This is an optimization exercise on Yosys and OpenROAD, whose aim is small area, not a production implementation. At most, simulation tests tie the RTL to the original design; equivalence was not proved. No activity file was given, so power comes from the tool's default toggle rates.

==> willow <==
// crsf_core
module crsf_core (
    input  wire         clk,
    input  wire         rst,
    input  wire [1:0]   verb_in,
    input  wire         mirror_en_in,
    input  wire         rx_valid,
    output wire         rx_ready,
    input  wire [7:0]   rx_data,
    input  wire         rx_eos,
    output wire         mir_valid,
    input  wire         mir_ready,
    output wire [7:0]   mir_data,
    output wire         rep_valid,
    input  wire         rep_ready,
    output wire [4:0]   rep_kind,
    output wire         rep_detail,
    output wire [15:0]  bat_voltage_dV,
    output wire [15:0]  bat_current_dA,
    output wire [15:0]  bat_consumed_mAh,
    output wire [7:0]   bat_remaining_pct,
    output wire [8:0]   lnk_txRSSI1,
    output wire [8:0]   lnk_txRSSI2,
    output wire [7:0]   lnk_txLQ,
    output wire [7:0]   lnk_txSNR,
    output wire [7:0]   lnk_activeAntenna,
    output wire [7:0]   lnk_rfMode,
    output wire [10:0]  lnk_txPower_mW,
    output wire [8:0]   lnk_rxRSSI,
    output wire [7:0]   lnk_rxLQ,
    output wire [7:0]   lnk_rxSNR,
    output wire [8:0]   lnk_activeRSSI,
    output wire [13:0]  att_pitch_e4rad,
    output wire [13:0]  att_roll_e4rad,
    output wire [13:0]  att_yaw_e4rad,
    output wire [31:0]  syn_rate_dus,
    output wire [31:0]  syn_lag_dus,
    output wire [5:0]   fm_len,
    output wire [479:0] fm_text,
    output wire [7:0]   unk_type,
    output wire [7:0]   noise_byte,
    output wire [7:0]   bad_len,
    output wire [5:0]   raw_len,
    output wire [495:0] raw_bytes,
    output wire [7:0]   mm_type,
    output wire [5:0]   mm_dlen,
    output wire [4:0]   mm_expected,
    output wire [2:0]   nd_fields,
    output wire [1:0]   st_out,
    output wire [1:0]   eos_at_out
);
clock: 15.0 ns
lec_check: 0
cap_margin: 20
core_area: 5 5 475 475
cts_buf_list: sky130_fd_sc_hd__clkbuf_2 sky130_fd_sc_hd__clkbuf_4
die_area: 0 0 480 480
place_density: 0.5
slew_margin: 20
standard.sh (not shown) runs the stock make flow with config.mk's settings and CLKGATE_MAP_FILE= SYNTH_SCRIPT=/design/flow/synth_recipe.tcl, a recipe that flattens the netlist after the stock synthesis.
==> flow/flow/run.sh <==
#!/bin/bash
# The standard layout (standard.sh), with the port buffers made from the
# smallest buffer cell instead of the cell buffer_ports picks by default.
export BUFFER_PORTS_ARGS="-buffer_cell sky130_fd_sc_hd__buf_1"
bash standard.sh > standard.log 2>&1
==> nickel (differences from willow) <==
--- a/flow/design.v
+++ b/flow/design.v
@@ -84,10 +84,11 @@
     reg  [5:0]  k;           
     reg  [2:0]  ph;
     reg         mir_pend;
     reg         rv;          
     reg  [4:0]  kind;
+    reg  [9:0]  acc;         
     wire [7:0] typ  = B[0];
     wire [5:0] dlen = (len >= 6'd2) ? (len - 6'd2) : 6'd0;
     function is_dec;
         input [7:0] hi;
         input [7:0] lo;
@@ -183,54 +184,42 @@
     wire last_pos  = (cnt + 6'd1 == len);
     wire cnt62     = (cnt == 6'd62);
     wire b0_print  = (B[0] >= 8'h20) && (B[0] <= 8'h7E);
     wire fm_keep   = (cnt != 6'd0) && b0_print;
     wire fm_step   = (ph == P_FM) && !last_pos;
-    function [6:0] dec2;
-        input [7:0] b;
-        begin
-            dec2 = {b[7:4], 3'b000} + {2'b00, b[7:4], 1'b0} + {3'b000, b[3:0]};
-        end
-    endfunction
-    wire        att     = (ph == P_ATT);
-    wire [6:0]  v0      = dec2(B[0]);
-    wire [13:0] att_r   = {B[61][6:0], 6'b0} + {1'b0, B[61][6:0], 5'b0} +
-                          {5'b0, B[61][6:0], 2'b0} + {7'b0, v0};
-    wire        att_wr  = att && !cnt[0] && (cnt[2:1] != 2'b00);
-    wire        att_hi  = att && cnt[0];
+    wire [3:0]  digit   = cnt[0] ? B[0][7:4] : B[0][3:0];
+    wire        first   = (cnt[1:0] == 2'b01);
+    wire [13:0] acc10   = {acc, 3'b000} + {3'b000, acc, 1'b0};
+    wire [13:0] acc_nx  = (first ? 14'd0 : acc10) + {10'd0, digit};
+    wire        att_wr  = (ph == P_ATT) && (cnt[1:0] == 2'b00) && (cnt != 6'd0);
     wire align_sh = ph[2] && !ph[1] && !mir_pend && !cnt62;
-    wire sh_all   = tok || align_sh || (fm_step && fm_keep) || att;
+    wire sh_all   = tok || align_sh || (fm_step && fm_keep) ||
+                    ((ph == P_ATT) && !cnt[0]);
     wire sh_low   = fm_step && !fm_keep;
     wire [7:0] tail_in = (fm_step) ? B[0] :
-                         (att_hi)  ? {1'b0, v0} :
-                         (att_wr)  ? att_r[7:0] : rx_data;
-    wire [5:0] m = 6'd61 - k;
-    wire [7:0] grp_all;      
-    wire [7:0] grp_part;     
-    wire [7:0] lo_le;        
+                         (att_wr)  ? acc_nx[7:0] : rx_data;
     genvar g;
     generate
-        for (g = 0; g < 8; g = g + 1) begin : g_th
-            assign grp_all[g]  = sh_all || (sh_low && (g < m[5:3]));
-            assign grp_part[g] = sh_low && (g == m[5:3]);
-            assign lo_le[g]    = (g <= m[2:0]);
-        end
         for (g = 0; g < 62; g = g + 1) begin : g_b
-            wire en = grp_all[g / 8] || (grp_part[g / 8] && lo_le[g % 8]);
+            wire en = sh_all || (sh_low && (k <= 61 - g));
             always @(posedge clk) begin
                 if (en) begin
                     if (g == 61)
                         B[g] <= tail_in;
                     else if (g == 60)
-                        B[g] <= att_wr ? {2'b00, att_r[13:8]} : B[g + 1];
+                        B[g] <= att_wr ? {2'b00, acc_nx[13:8]} : B[g + 1];
                     else
                         B[g] <= B[g + 1];
                 end
             end
         end
     endgenerate
     always @(posedge clk) begin
+        if (ph == P_ATT)
+            acc <= acc_nx[9:0];
+    end
+    always @(posedge clk) begin
         if (rst) begin
             st       <= SEEK;
             verb     <= verb_in;
             mir_en   <= mirror_en_in;
             mir_pend <= 1'b0;
@@ -329,11 +318,11 @@
                             k <= k + 6'd1;
                     end
                 end
                 P_ATT: begin
                     cnt <= cnt + 6'd1;
-                    if (cnt == 6'd6) begin
+                    if (cnt == 6'd12) begin
                         ph <= P_IDLE;
                         rv <= 1'b1;
                     end
                 end
                 default: ;
==> flow/run.sh (new file) <==
#!/bin/bash
# synth_recipe.tcl (not shown) runs the flow's synth.tcl, then flattens the netlist and writes it again
# the make line also repeats each setting of config.mk as NAME=value (left out here)
make -C /OpenROAD-flow-scripts/flow DESIGN_CONFIG=/design/flow/config.mk WORK_HOME=/design/flow/orfs CLKGATE_MAP_FILE= SYNTH_SCRIPT=/design/flow/synth_recipe.tcl finish
Settings changed: CTS_BUF_LIST sky130_fd_sc_hd__clkbuf_2 sky130_fd_sc_hd__clkbuf_4 to not set.
removed: flow/flow/run.sh
removed: flow/standard.sh
==> quartz (differences from willow) <==
--- a/flow/design.v
+++ b/flow/design.v
@@ -69,10 +69,11 @@
     localparam [7:0] MARKER   = 8'hEA;
     localparam [2:0] P_IDLE  = 3'd0;
     localparam [2:0] P_RAW   = 3'd1;
     localparam [2:0] P_DISP  = 3'd2;
     localparam [2:0] P_ATT   = 3'd3;
+    localparam [2:0] P_LNK   = 3'd7;    
     localparam [2:0] P_ALIGN = 3'd4;    
     localparam [2:0] P_FMAL  = 3'd5;    
     localparam [2:0] P_FM    = 3'd6;    
     reg  [7:0]  B [0:61];
     reg  [1:0]  st;
@@ -94,16 +95,10 @@
         begin
             is_dec = (hi[7:4] <= 4'd9) && (hi[3:0] <= 4'd9) &&
                      (lo[7:4] <= 4'd9) && (lo[3:0] <= 4'd9);
         end
     endfunction
-    function [8:0] neg9;
-        input [7:0] b;
-        begin
-            neg9 = 9'd0 - {1'b0, b};
-        end
-    endfunction
     function [10:0] pwr;
         input [7:0] p;
         begin
             case (p)
                 8'd0: pwr = 11'd0;
@@ -196,13 +191,24 @@
     wire [13:0] att_r   = {B[61][6:0], 6'b0} + {1'b0, B[61][6:0], 5'b0} +
                           {5'b0, B[61][6:0], 2'b0} + {7'b0, v0};
     wire        att_wr  = att && !cnt[0] && (cnt[2:1] != 2'b00);
     wire        att_hi  = att && cnt[0];
     wire align_sh = ph[2] && !ph[1] && !mir_pend && !cnt62;
-    wire sh_all   = tok || align_sh || (fm_step && fm_keep) || att;
+    wire sh_all   = tok || align_sh || (fm_step && fm_keep) || att || lnk;
     wire sh_low   = fm_step && !fm_keep;
-    wire [7:0] tail_in = (fm_step) ? B[0] :
+    wire lnk     = (ph == P_LNK);
+    wire lnk_neg = lnk && ((cnt == 6'd1) || (cnt == 6'd2) || (cnt == 6'd8));
+    wire [7:0] pre;
+    assign pre[0] = 1'b0;
+    genvar q;
+    generate
+        for (q = 1; q < 8; q = q + 1) begin : g_pre
+            assign pre[q] = pre[q - 1] | B[0][q - 1];
+        end
+    endgenerate
+    wire [7:0] b0n = B[0] ^ ({8{lnk_neg}} & pre);
+    wire [7:0] tail_in = (fm_step || lnk) ? b0n :
                          (att_hi)  ? {1'b0, v0} :
                          (att_wr)  ? att_r[7:0] : rx_data;
     wire [5:0] m = 6'd61 - k;
     wire [7:0] grp_all;      
     wire [7:0] grp_part;     
@@ -312,10 +318,12 @@
                         ph <= P_IDLE;
                     else if (typ == 8'd33)
                         ph <= P_FM;
                     else if (out_kind == K_ATTITUDE)
                         ph <= P_ATT;
+                    else if (out_kind == K_LINK_STATS)
+                        ph <= P_LNK;
                     else begin
                         ph <= P_IDLE;
                         rv <= 1'b1;
                     end
                 end
@@ -327,13 +335,13 @@
                         cnt <= cnt + 6'd1;
                         if (fm_keep)
                             k <= k + 6'd1;
                     end
                 end
-                P_ATT: begin
+                P_ATT, P_LNK: begin
                     cnt <= cnt + 6'd1;
-                    if (cnt == 6'd6) begin
+                    if (cnt == (lnk ? 6'd11 : 6'd6)) begin
                         ph <= P_IDLE;
                         rv <= 1'b1;
                     end
                 end
                 default: ;
@@ -342,23 +350,23 @@
     end
     assign bat_voltage_dV    = {B[1], B[2]};
     assign bat_current_dA    = {B[3], B[4]};
     assign bat_consumed_mAh  = {B[5], B[6]};
     assign bat_remaining_pct = B[8];
-    wire [8:0] r1 = neg9(B[1]);
-    wire [8:0] r2 = neg9(B[2]);
+    wire [8:0] r1 = {|B[51], B[51]};
+    wire [8:0] r2 = {|B[52], B[52]};
     assign lnk_txRSSI1       = r1;
     assign lnk_txRSSI2       = r2;
-    assign lnk_txLQ          = B[3];
-    assign lnk_txSNR         = B[4];
-    assign lnk_activeAntenna = B[5];
-    assign lnk_rfMode        = B[6];
-    assign lnk_txPower_mW    = pwr(B[7]);
-    assign lnk_rxRSSI        = neg9(B[8]);
-    assign lnk_rxLQ          = B[9];
-    assign lnk_rxSNR         = B[10];
-    assign lnk_activeRSSI    = (B[5] == 8'd1) ? r2 : r1;
+    assign lnk_txLQ          = B[53];
+    assign lnk_txSNR         = B[54];
+    assign lnk_activeAntenna = B[55];
+    assign lnk_rfMode        = B[56];
+    assign lnk_txPower_mW    = pwr(B[57]);
+    assign lnk_rxRSSI        = {|B[58], B[58]};
+    assign lnk_rxLQ          = B[59];
+    assign lnk_rxSNR         = B[60];
+    assign lnk_activeRSSI    = (B[55] == 8'd1) ? r2 : r1;
     assign att_pitch_e4rad   = {B[56][5:0], B[57]};
     assign att_roll_e4rad    = {B[58][5:0], B[59]};
     assign att_yaw_e4rad     = {B[60][5:0], B[61]};
     assign syn_rate_dus      = {B[4], B[5], B[6], B[7]};
     assign syn_lag_dus       = {B[8], B[9], B[10], B[11]};
Settings changed: CTS_BUF_LIST sky130_fd_sc_hd__clkbuf_2 sky130_fd_sc_hd__clkbuf_4 to sky130_fd_sc_hd__clkbuf_8, CTS_CLUSTER_DIAMETER set to 80, CTS_CLUSTER_SIZE set to 16.
==> run summary <==
	quartz	nickel	willow
Mapped Cells	1936	2030	1954
Sw Share	28.2%	26.1%	29.9%
Internal power summed over all cells	2.07 mW	2.83 mW	2.42 mW
Mux cell area share after synthesis	0.552%	1.01%	0.626%
Final total power	2.88 mW	3.82 mW	3.46 mW
Wire length of the first global-routing pass	213000 um	237000 um	233000 um
Layout Area Growth over Synthesis	15.4%	52.6%	20.2%
Net count after synthesis	2010	2079	2034
Worst path bufs/invs	2	3	3
Static leakage	8.77 nW	13.2 nW	9.64 nW
Share of final-layout standard cells stronger than drive strength 1	4.89%	7.12%	11.1%
Number of levels the H-tree was split into	2	3	4
Detailed route wirelength on metal3	22700 um	27500 um	26500 um
Fraction of power consumed by the clock network	30.8%	43.5%	40.5%
Placement Cell Area	28900 um2	38000 um2	29300 um2
Via count of the first global-routing pass	17394	18835	18769
Initial Utilization	11.8%	12.0%	11.8%
Critical path's most frequent cell	sky130_fd_sc_hd__buf_1	sky130_fd_sc_hd__clkdlybuf4s50_1	sky130_fd_sc_hd__buf_1
Number of nets at the end of the flow	2613	2720	2776
ClkCell Share	2.94%	5.58%	6.15%
Result of the run	complete, no violations	complete, no violations	complete, no violations
1st-iter DRT viols	1830	1549	1649
Flip-flop and latch count after synthesis	531	541	531
For willow, only the layout was checked, not whether the RTL still works.

what the ideal ports hide:
The results above use ideal ports. As a check the final layouts listed here were re-extracted and re-timed, cells and wires unchanged. Step 1: set_driving_cell puts a clkbuf_16 on clk and a buf_2 on each other input, an assumption about the parent block. Step 2 moves the port delays by t, midway between the first and last clock arrival at a register: inputs arrive t later, outputs are due t later. That takes back most of the time a late clock gives input paths. Three values: no drivers, after step 1, after step 2; two values: the first two.
run | shift t [ns] | setup slack, ns | clock arrival spread, ns | worst data-port slew with drivers (ns)
willow | 1.190 | 7.842 / 7.801 / 7.801 | 0.134 / 0.134 | 0.26
nickel | 0.773 | 6.662 / 6.628 / 6.628 | 0.040 / 0.040 | 0.37
quartz | 0.818 | 7.632 / 7.610 / 7.610 | 0.067 / 0.066 | 0.28
After both steps setup and hold are still met in every run listed. The setup slack of willow, which loses most, moves by -0.041 ns with the drivers and by -0.041 ns with both steps.
